This design comes from an exercise in tuning for small area, a short achievable clock period and few clock cycles on the open sky130 flow, not from production work. Function was checked by simulation only, so behaviour that the tests miss may differ from the original. Power and IR drop assume default switching activity.

==> flow/design.v <==
module vgc_topo (
    input  wire        clk,
    input  wire        rst,
    input  wire        cfg_we,
    input  wire [7:0]  cfg_addr,
    input  wire [31:0] cfg_wdata,
    input  wire        cmd_valid,
    output wire        cmd_ready,
    input  wire [31:0] cmd,
    output wire        rsp_valid,
    input  wire        rsp_ready,
    output wire [63:0] rsp
);
    localparam NC_MAX = 4;
    localparam NG_MAX = 8;
    localparam OP_BUILD  = 8'h01;
    localparam OP_RESCOM = 8'h04;
    localparam OP_RESGRP = 8'h05;
    localparam OP_REGOFF = 8'h06;
    localparam OP_MAPPIN = 8'h07;
    localparam OP_GETST  = 8'h08;
    localparam ST_OK       = 8'h00;
    localparam ST_NOTFOUND = 8'h01;
    localparam ST_INVTOPO  = 8'h02;
    localparam ST_NOREG    = 8'h05;
    localparam ST_STATE    = 8'h06;
    localparam ST_ILLEGAL  = 8'h07;
    localparam ST_RESOURCE = 8'h08;
    localparam S_IDLE  = 3'd0;
    localparam S_BUILD = 3'd1;
    localparam S_FCOM  = 3'd2;
    localparam S_FGRP  = 3'd3;
    localparam S_MAP   = 3'd4;
    localparam S_RESP  = 3'd5;
    reg        d_present  [0:NC_MAX-1];
    reg        d_explicit [0:NC_MAX-1];
    reg        d_deb      [0:NC_MAX-1];
    reg [3:0]  d_ngrp     [0:NC_MAX-1];
    reg [7:0]  d_gpp      [0:NC_MAX-1];
    reg [7:0]  d_barno    [0:NC_MAX-1];
    reg [15:0] d_pin_base [0:NC_MAX-1];
    reg [15:0] d_npins    [0:NC_MAX-1];
    reg [31:0] d_padregs  [0:NC_MAX-1];
    reg [15:0] d_gbase    [0:NC_MAX*NG_MAX-1];
    reg [7:0]  d_gsize    [0:NC_MAX*NG_MAX-1];
    reg [15:0] d_ggpio    [0:NC_MAX*NG_MAX-1];
    reg [3:0]  t_ng   [0:NC_MAX-1];
    reg [16:0] t_base [0:NC_MAX*NG_MAX-1];
    reg [5:0]  t_size [0:NC_MAX*NG_MAX-1];
    reg [16:0] t_gpio [0:NC_MAX*NG_MAX-1];
    reg [1:0]  lc;             
    reg [2:0]  state;
    reg [7:0]  q_op;
    reg [7:0]  q_sel;
    reg [15:0] q_pin;
    reg [1:0]  ci;
    reg [2:0]  gi;
    reg [16:0] b_base;         
    reg [16:0] b_rem;          
    reg [7:0]  r_status;
    reg [7:0]  r_aux;
    reg [15:0] r_pinf;
    reg [31:0] r_val;
    reg [15:0] err_count;
    reg [7:0]  err_code;
    reg [15:0] err_pin;
    integer i;
    reg [2:0] nc;
    always @(*) begin
        if (!d_present[0])      nc = 3'd0;
        else if (!d_present[1]) nc = 3'd1;
        else if (!d_present[2]) nc = 3'd2;
        else if (!d_present[3]) nc = 3'd3;
        else                    nc = 3'd4;
    end
    wire [7:0]  c_op  = cmd[7:0];
    wire [7:0]  c_sel = cmd[15:8];
    wire [15:0] c_pin = cmd[31:16];
    reg c_illegal;
    always @(*) begin
        case (c_op)
            OP_BUILD, OP_GETST:   c_illegal = (c_sel != 8'd0) || (c_pin != 16'd0);
            OP_RESCOM, OP_MAPPIN: c_illegal = (c_sel != 8'd0);
            OP_RESGRP:            c_illegal = 1'b0;
            OP_REGOFF:            c_illegal = (c_sel >= 8'd3);
            default:              c_illegal = 1'b1;
        endcase
    end
    wire c_refused = (c_op == OP_BUILD) ? (lc != 2'd0) :
                     (c_op == OP_GETST) ? 1'b0 : (lc != 2'd1);
    wire [4:0]  tidx     = {ci, gi};
    wire [16:0] com_end  = {1'b0, d_pin_base[ci]} + {1'b0, d_npins[ci]};
    wire        com_hit  = ({1'b0, q_pin} >= {1'b0, d_pin_base[ci]}) && ({1'b0, q_pin} < com_end);
    wire [17:0] grp_end  = {1'b0, t_base[tidx]} + {12'd0, t_size[tidx]};
    wire        grp_hit  = ({2'b0, q_pin} >= {1'b0, t_base[tidx]}) && ({2'b0, q_pin} < grp_end);
    wire [17:0] gpio_end = {1'b0, t_gpio[tidx]} + {12'd0, t_size[tidx]};
    wire        gpio_hit = ({2'b0, q_pin} >= {1'b0, t_gpio[tidx]}) && ({2'b0, q_pin} < gpio_end);
    wire        grp_in   = ({1'b0, gi} < t_ng[ci]);
    wire [16:0] map_pin  = t_base[tidx] + ({1'b0, q_pin} - t_gpio[tidx]);
    wire [15:0] padno    = q_pin - d_pin_base[ci];
    wire [31:0] cfg_off  = d_padregs[ci] + {28'd0, q_sel[1:0], 2'b00}
                         + (d_deb[ci] ? {12'd0, padno, 4'b0000} : {13'd0, padno, 3'b000});
    wire [16:0] b_size   = (b_rem < {9'd0, d_gpp[ci]}) ? b_rem : {9'd0, d_gpp[ci]};
    wire [4:0]  e_idx    = {ci, gi};
    wire last_com = ({1'b0, ci} == nc - 3'd1);
    assign cmd_ready = (state == S_IDLE);
    assign rsp_valid = (state == S_RESP);
    assign rsp       = {r_val, r_pinf, r_aux, r_status};
    always @(posedge clk) begin
        if (rst) begin
            lc        <= 2'd0;
            state     <= S_IDLE;
            q_op      <= 8'd0;
            q_sel     <= 8'd0;
            q_pin     <= 16'd0;
            ci        <= 2'd0;
            gi        <= 3'd0;
            b_base    <= 17'd0;
            b_rem     <= 17'd0;
            r_status  <= 8'd0;
            r_aux     <= 8'd0;
            r_pinf    <= 16'd0;
            r_val     <= 32'd0;
            err_count <= 16'd0;
            err_code  <= 8'd0;
            err_pin   <= 16'd0;
            for (i = 0; i < NC_MAX; i = i + 1) begin
                d_present[i]  <= 1'b0;
                d_explicit[i] <= 1'b0;
                d_deb[i]      <= 1'b0;
                d_ngrp[i]     <= 4'd0;
                d_gpp[i]      <= 8'd0;
                d_barno[i]    <= 8'd0;
                d_pin_base[i] <= 16'd0;
                d_npins[i]    <= 16'd0;
                d_padregs[i]  <= 32'd0;
                t_ng[i]       <= 4'd0;
            end
            for (i = 0; i < NC_MAX*NG_MAX; i = i + 1) begin
                d_gbase[i] <= 16'd0;
                d_gsize[i] <= 8'd0;
                d_ggpio[i] <= 16'd0;
                t_base[i]  <= 17'd0;
                t_size[i]  <= 6'd0;
                t_gpio[i]  <= 17'd0;
            end
        end else begin
            if (cfg_we && lc == 2'd0) begin
                case (cfg_addr[5:0])
                    6'h00: begin
                        d_present[cfg_addr[7:6]]  <= cfg_wdata[0];
                        d_explicit[cfg_addr[7:6]] <= cfg_wdata[1];
                        d_deb[cfg_addr[7:6]]      <= cfg_wdata[2];
                        d_ngrp[cfg_addr[7:6]]     <= cfg_wdata[11:8];
                        d_gpp[cfg_addr[7:6]]      <= cfg_wdata[23:16];
                        d_barno[cfg_addr[7:6]]    <= cfg_wdata[31:24];
                    end
                    6'h01: begin
                        d_pin_base[cfg_addr[7:6]] <= cfg_wdata[15:0];
                        d_npins[cfg_addr[7:6]]    <= cfg_wdata[31:16];
                    end
                    6'h02: d_padregs[cfg_addr[7:6]] <= cfg_wdata;
                    6'h10, 6'h11, 6'h12, 6'h13, 6'h14, 6'h15, 6'h16, 6'h17: begin
                        d_gbase[{cfg_addr[7:6], cfg_addr[2:0]}] <= cfg_wdata[15:0];
                        d_gsize[{cfg_addr[7:6], cfg_addr[2:0]}] <= cfg_wdata[23:16];
                    end
                    6'h20, 6'h21, 6'h22, 6'h23, 6'h24, 6'h25, 6'h26, 6'h27:
                        d_ggpio[{cfg_addr[7:6], cfg_addr[2:0]}] <= cfg_wdata[15:0];
                    default: ;
                endcase
            end
            case (state)
                S_IDLE: begin
                    if (cmd_valid) begin
                        q_op     <= c_op;
                        q_sel    <= c_sel;
                        q_pin    <= c_pin;
                        ci       <= 2'd0;
                        gi       <= 3'd0;
                        r_status <= ST_OK;
                        r_aux    <= 8'd0;
                        r_pinf   <= 16'd0;
                        r_val    <= 32'd0;
                        if (c_illegal) begin
                            r_status <= ST_ILLEGAL;
                            state    <= S_RESP;
                        end else if (c_refused) begin
                            r_status <= ST_STATE;
                            state    <= S_RESP;
                        end else begin
                            case (c_op)
                                OP_BUILD: begin
                                    if (nc == 3'd0) begin
                                        lc    <= 2'd1;
                                        state <= S_RESP;
                                    end else begin
                                        for (i = 0; i < NC_MAX; i = i + 1) t_ng[i] <= 4'd0;
                                        b_base <= {1'b0, d_pin_base[0]};
                                        b_rem  <= {1'b0, d_npins[0]};
                                        state  <= S_BUILD;
                                    end
                                end
                                OP_RESCOM, OP_REGOFF, OP_MAPPIN: begin
                                    if (nc == 3'd0) begin
                                        r_status  <= ST_NOTFOUND;
                                        err_count <= (err_count == 16'hFFFF) ? err_count : err_count + 16'd1;
                                        err_code  <= ST_NOTFOUND;
                                        err_pin   <= c_pin;
                                        state     <= S_RESP;
                                    end else begin
                                        state <= (c_op == OP_MAPPIN) ? S_MAP : S_FCOM;
                                    end
                                end
                                OP_RESGRP: begin
                                    if ({3'd0, c_sel} >= {8'd0, nc} || t_ng[c_sel[1:0]] == 4'd0) begin
                                        r_status  <= ST_NOTFOUND;
                                        err_count <= (err_count == 16'hFFFF) ? err_count : err_count + 16'd1;
                                        err_code  <= ST_NOTFOUND;
                                        err_pin   <= c_pin;
                                        state     <= S_RESP;
                                    end else begin
                                        ci    <= c_sel[1:0];
                                        state <= S_FGRP;
                                    end
                                end
                                default: begin  
                                    r_pinf <= err_pin;
                                    r_val  <= {err_count, err_code, 6'd0, lc};
                                    state  <= S_RESP;
                                end
                            endcase
                        end
                    end
                end
                S_BUILD: begin
                    if (d_explicit[ci]) begin
                        if (d_ngrp[ci] > 4'd8) begin
                            r_status <= ST_RESOURCE;
                            state    <= S_RESP;
                        end else if ({1'b0, gi} < d_ngrp[ci]) begin
                            if (d_gsize[e_idx] > 8'd32) begin
                                r_status <= ST_INVTOPO;
                                state    <= S_RESP;
                            end else begin
                                t_base[e_idx] <= {1'b0, d_gbase[e_idx]};
                                t_size[e_idx] <= d_gsize[e_idx][5:0];
                                t_gpio[e_idx] <= {1'b0, d_ggpio[e_idx]};
                                gi <= gi + 3'd1;
                                if (gi == 3'd7) begin
                                    t_ng[ci] <= 4'd8;
                                    if (last_com) begin
                                        lc    <= 2'd1;
                                        state <= S_RESP;
                                    end else begin
                                        ci     <= ci + 2'd1;
                                        b_base <= {1'b0, d_pin_base[ci + 2'd1]};
                                        b_rem  <= {1'b0, d_npins[ci + 2'd1]};
                                    end
                                end
                            end
                        end else begin
                            t_ng[ci] <= d_ngrp[ci];
                            gi <= 3'd0;
                            if (last_com) begin
                                lc    <= 2'd1;
                                state <= S_RESP;
                            end else begin
                                ci     <= ci + 2'd1;
                                b_base <= {1'b0, d_pin_base[ci + 2'd1]};
                                b_rem  <= {1'b0, d_npins[ci + 2'd1]};
                            end
                        end
                    end else begin
                        if (b_rem != 17'd0 && d_gpp[ci] == 8'd0) begin
                            r_status <= ST_RESOURCE;
                            state    <= S_RESP;
                        end else if (b_rem != 17'd0 && b_size > 17'd32) begin
                            r_status <= ST_INVTOPO;
                            state    <= S_RESP;
                        end else if (b_rem != 17'd0 && t_ng[ci] == 4'd8) begin
                            r_status <= ST_RESOURCE;
                            state    <= S_RESP;
                        end else if (b_rem != 17'd0) begin
                            t_base[tidx] <= b_base;
                            t_size[tidx] <= b_size[5:0];
                            t_gpio[tidx] <= b_base;
                            b_base <= b_base + b_size;
                            b_rem  <= b_rem - b_size;
                            gi     <= gi + 3'd1;
                            t_ng[ci] <= t_ng[ci] + 4'd1;
                        end else begin
                            gi <= 3'd0;
                            if (last_com) begin
                                lc    <= 2'd1;
                                state <= S_RESP;
                            end else begin
                                ci     <= ci + 2'd1;
                                b_base <= {1'b0, d_pin_base[ci + 2'd1]};
                                b_rem  <= {1'b0, d_npins[ci + 2'd1]};
                            end
                        end
                    end
                end
                S_FCOM: begin
                    if (com_hit) begin
                        if (q_op == OP_RESCOM) begin
                            r_aux <= {6'd0, ci};
                        end else if (q_sel[1:0] == 2'd2 && !d_deb[ci]) begin
                            r_status <= ST_NOREG;
                        end else begin
                            r_aux <= d_barno[ci];
                            r_val <= cfg_off;
                        end
                        state <= S_RESP;
                    end else if (last_com) begin
                        r_status  <= ST_NOTFOUND;
                        err_count <= (err_count == 16'hFFFF) ? err_count : err_count + 16'd1;
                        err_code  <= ST_NOTFOUND;
                        err_pin   <= q_pin;
                        state     <= S_RESP;
                    end else begin
                        ci <= ci + 2'd1;
                    end
                end
                S_FGRP: begin
                    if (grp_hit) begin
                        r_aux <= {5'd0, gi};
                        state <= S_RESP;
                    end else if ({1'b0, gi} == t_ng[ci] - 4'd1) begin
                        r_status  <= ST_NOTFOUND;
                        err_count <= (err_count == 16'hFFFF) ? err_count : err_count + 16'd1;
                        err_code  <= ST_NOTFOUND;
                        err_pin   <= q_pin;
                        state     <= S_RESP;
                    end else begin
                        gi <= gi + 3'd1;
                    end
                end
                S_MAP: begin
                    if (grp_in && gpio_hit) begin
                        r_val <= {15'd0, map_pin};
                        state <= S_RESP;
                    end else if (!grp_in || gi == 3'd7) begin
                        if (last_com) begin
                            r_status  <= ST_NOTFOUND;
                            err_count <= (err_count == 16'hFFFF) ? err_count : err_count + 16'd1;
                            err_code  <= ST_NOTFOUND;
                            err_pin   <= q_pin;
                            state     <= S_RESP;
                        end else begin
                            ci <= ci + 2'd1;
                            gi <= 3'd0;
                        end
                    end else begin
                        gi <= gi + 3'd1;
                    end
                end
                S_RESP: begin
                    if (rsp_ready) state <= S_IDLE;
                end
                default: state <= S_IDLE;
            endcase
        end
    end
endmodule
==> flow/run.sh <==
#!/bin/bash
# synth_recipe.tcl (not shown) runs the flow's synth.tcl, then flattens the netlist and writes it again
# the make line also repeats each setting of config.mk as NAME=value (left out here)
make -C /OpenROAD-flow-scripts/flow DESIGN_CONFIG=/design/flow/config.mk WORK_HOME=/design/flow/orfs CLKGATE_MAP_FILE= SYNTH_SCRIPT=/design/flow/synth_recipe.tcl finish
==> flow/config.mk <==
export PLATFORM = sky130hd
export DESIGN_NAME = vgc_topo
export DESIGN_NICKNAME = vgc_topo
export VERILOG_FILES = /design/flow/design.v
export SDC_FILE = /design/flow/constraint.sdc
export NUM_CORES = 4
export LEC_CHECK = 0
export CAP_MARGIN = 20
export CORE_MARGIN = 2
export CORE_UTILIZATION = 40
export PLACE_DENSITY = 0.6
export SLEW_MARGIN = 20
==> flow/constraint.sdc <==
create_clock -name core_clock -period 10.0 [get_ports {clk}]
set_input_delay 2.0000 -clock core_clock [delete_from_list [all_inputs] [get_ports {clk}]]
set_output_delay 2.0000 -clock core_clock [all_outputs]
set_load 0.01 [all_outputs]
==> summary.txt <==
==> area by class of cell <==
class / instances / area, um^2
well taps: 4794 / 6000
multi-input cells: 6588 / 51600
fillers: 32008 / 199000
repair buffers: 497 / 4290
clock buffers: 412 / 8700
flip-flops and latches: 3060 / 90200
inverters: 252 / 962
diodes: 16 / 40.0
clock inverters: 158 / 1420
==> power breakdown <==
part,internal [uW],switching [uW]
Sequential,14500,431
Combinational,4950,8650
Clock,6750,5080
Total,26200,14200
==> flip-flops by register name, indices dropped and copies added, names as in the netlist, 17 cells and up, named ones only <==
name	count
d_npins	64
b_rem	17
t_size	192
d_padregs	128
d_pin_base	64
d_gpp	32
b_base	17
t_base	543
t_gpio	513
d_barno	32
r_val	32
d_gsize	256
d_ggpio	512
d_gbase	512
==> critical path, stage by stage (launching register included) <==
cell	delay, ns
dfxtp_4	1.01
buf_4	0.39
buf_12	0.35
buf_4	0.38
buf_4	0.82
o311a_1	0.34
a21oi_1	0.05
a21oi_1	0.19
o221ai_1	0.29
o21a_1	0.39
and2_1	0.26
nand3b_1	0.12
a21oi_2	0.18
nand2_4	0.79
buf_4	0.83
buf_4	0.96
nor2_1	0.14
==> metrics by stage <==
step                      hold slack (ns)  power (uW)  setup slack, ns  utilization (%)  instances
after detailed placement            0.448       28500             2.05             42.2      15186
final                               0.459       40400             1.91             45.1      15777
after global placement              0.437       28400             1.98             42.2      15183
after floorplan                     0.432       23500             2.39                -      10713
after CTS                           0.458       40300             2.05             45.0      15756
after global routing                0.478       41800             1.59             45.1      15770
==> worst max-delay path by stage <==
stage	startpoint	to	slack, ns	cells after the start
floorplan	register	err_count[15]$_SDFFE_PP0P_	2.39	29
global placement	gi[0]$_SDFFE_PP0P_	r_val[28]$_SDFFE_PP0P_	1.98	28
detailed placement	gi[1]$_SDFFE_PP0P_	t_gpio[16][2]$_SDFFCE_PN0P_	2.05	16
CTS	gi[0]$_SDFFE_PP0P_	err_count[9]$_SDFFE_PP0P_	2.05	26
global route	gi[0]$_SDFFE_PP0P_	r_val[23]$_SDFFE_PP0P_	1.59	25
finish	gi[1]$_SDFFE_PP0P_	t_base[0][11]$_SDFFCE_PN0P_	1.91	16
==> placed cells by master (no fill, tap or decap), types with 23 or more instances in the layout <==
cell type and count:
a211oi_1 77, a21o_1 46, a21oi_1 226, a22oi_1 104, a31oi_1 50, and2_1 1312
and3_1 32, buf_4 332, bufinv_16 23, clkbuf_1 73, clkbuf_16 334, clkdlybuf4s50_1 125
clkinv_1 61, clkinv_2 53, dfxtp_1 161, edfxtp_1 2892, fa_1 24, ha_1 224
inv_1 248, mux2i_1 117, mux4_2 801, nand2_1 740, nand2b_1 25, nand3_1 85
nand4_1 33, nor2_1 1820, nor2_2 23, nor2b_1 49, nor3_1 41, o21ai_0 96
o21ai_1 32, o21ai_2 38, o21ai_4 40, o22ai_1 28, or3_1 29, xnor2_1 75
xor2_1 41
==> layer usage <==
layer	vias up	wire [um]	global-route usage [%]
li1	39251	-	-
met1	48020	181000	33.7
met2	5061	225000	41.0
met3	865	45100	4.64
met4	12	19700	9.75
met5	-	92	0
==> cells by family (layout without fill, tap and decap cells) <==
family                   after synthesis  count (layout)  share of synthesized area (%)
AO/OA/AOI/OAI                        967             967                           4.39
XOR/XNOR                             116             116                          0.699
adder cells (fa/ha/maj)              249             249                           2.27
buffers and inverters               1065            1319                           3.11
flip-flops                          3060            3060                           62.0
multiplexers                         940             940                           13.4
other                                  1              23                        0.00258
AND/OR/NAND/NOR                     4309            4309                           14.1
==> results.json <==
{
  "synth_warnings": 1,
  "numCtsBuffers": 325,
  "rr_startpoint": "gi[1]$_SDFFE_PP0P_",
  "min_from": "q_op[2]$_SDFFE_PP0P_",
  "drc": 0,
  "cts-root-buf": "clkbuf_16",
  "num_rows": 221,
  "path_class": "register to register",
  "vias_per_cell": 5.91,
  "p_leak_uw": 0.0572,
  "grt_pass1_vias": 92831,
  "synthTopCellsByCount": "2892 x edfxtp_1, 1845 x nor2_1, 1316 x and2_1, 801 x mux4_2, 745 x nand2_1",
  "synth_edf_count": 2892,
  "fin_crit_ns": 8.09,
  "syn-cell-area_mm2": 0.145,
  "grt_util_all_layers_pct": 25.2,
  "drtIter0Drc": 12449,
  "min_to": "q_op[2]$_SDFFE_PP0P_",
  "syn-mean-instance-area_um2": 13.6,
  "start_kind": "register",
  "initial_core_util_pct": 40.1,
  "rrSetupSlack_ns": 1.91,
  "endpoint_kind": "register",
  "grt_pass1_wl_mm": 671,
  "place.gp.congestion": 0.903,
  "core_mm2": 0.362,
  "cp_data_arrival_time_ns": 8.68,
  "clockBufferDepth": 4,
  "cts_resized": 0,
  "finalMaxSlewViolations": 0,
  "worst_pin_slew_ns": 1.29,
  "setup_viol": 0,
  "synth-main-ff-cell": "edfxtp_1",
  "portBuffers": 142,
  "cap_viol_max_count": 0,
  "avgRoutedWirePerCell_um": 29.9,
  "h-tree-depth": 5,
  "dieArea_mm2": 0.368,
  "ff2ff_path_depth": 16,
  "synthTopCellsByArea": "edfxtp_1 60%, mux4_2 12%, and2_1 5.7%",
  "die_w_um": 607,
  "grt_max_degree": 151,
  "hp-class": "register to register",
  "overflow": 0,
  "finalCritPeriodShare_pct": 80.9,
  "synth_seq_cells": 3060,
  "cp_max_fo": 75,
  "ant_nets": 0,
  "netlist-cell-type-count": 90,
  "dp_hpwl_mm": 291,
  "required_ns": 10.60,
  "area_growth_syn_to_layout_pct": 12.2,
  "timing.rr.end": "t_base[0][11]$_SDFFCE_PN0P_",
  "async_reset_ff_share_pct": 0,
  "holdPathStages": 2,
  "yosysTopAreaCellShare_pct": 59.7,
  "cts_setup_buffers": 0,
  "outcome": "finished clean",
  "clkTransAtPathRegs_ns": 0.06,
  "skew_ns": 0.0633,
  "peakVddDrop_uv": 209,
  "power_density_mw_per_mm2": 247,
  "cts_tree": "yes",
  "holdBufCountCts": 0,
  "synth_top_area_cell": "edfxtp_1",
  "io_pins": 143,
  "rsz0062_at_grt": "no",
  "routed_wl_mm": 471,
  "synthCells": 10707,
  "final_area_mm2": 0.163,
  "cts_sinks": 3060,
  "drive_above_1_share_pct": 16.8,
  "yosysMostFrequentCell": "edfxtp_1",
  "final-hold-violation-count": 0,
  "relSlewSlack_pct": 13.9,
  "die_height_um": 607,
  "vias": 93209,
  "antenna_found_initial": 32,
  "tns_ns": 0,
  "clk_latency_ns": 0.91,
  "fmax_ghz": 0.124,
  "nets": 11050,
  "dpl_cell_area_mm2": 0.153,
  "drt_first_pass_iters": 5,
  "yosysSeqAreaShare_pct": 62.0
}
Testbench counts, summed over its fixed seeds: cycles 73,956.

## separate check: timing with driven ports
How much do the figures lean on ideal ports? The routed layout below was timed once more, with nothing changed but the port constraints. Step 1 (the two cells are an assumption about what drives the block):
set clk [get_ports {clk}]
set_driving_cell -lib_cell sky130_fd_sc_hd__clkbuf_16 $clk
set_driving_cell -lib_cell sky130_fd_sc_hd__buf_2 [delete_from_list [all_inputs] $clk]
Step 2 times the ports against the registers' clock, not the clock port: input delays grow and output delays shrink by t, the midpoint of the rising clock arrivals with the driver on. a / b / c = ideal / step 1 / step 2; a / b = the first two.
t (ns): 0.985
slack for setup (ns): 1.911 / 1.911 / 1.911
worst data-port slew with drivers (ns): 0.14
pins driven straight from the clock port: 1
After both steps this run still meets setup and hold. For this run, drivers alone change the setup slack by 0.000 ns; drivers and shift together by 0.000 ns.
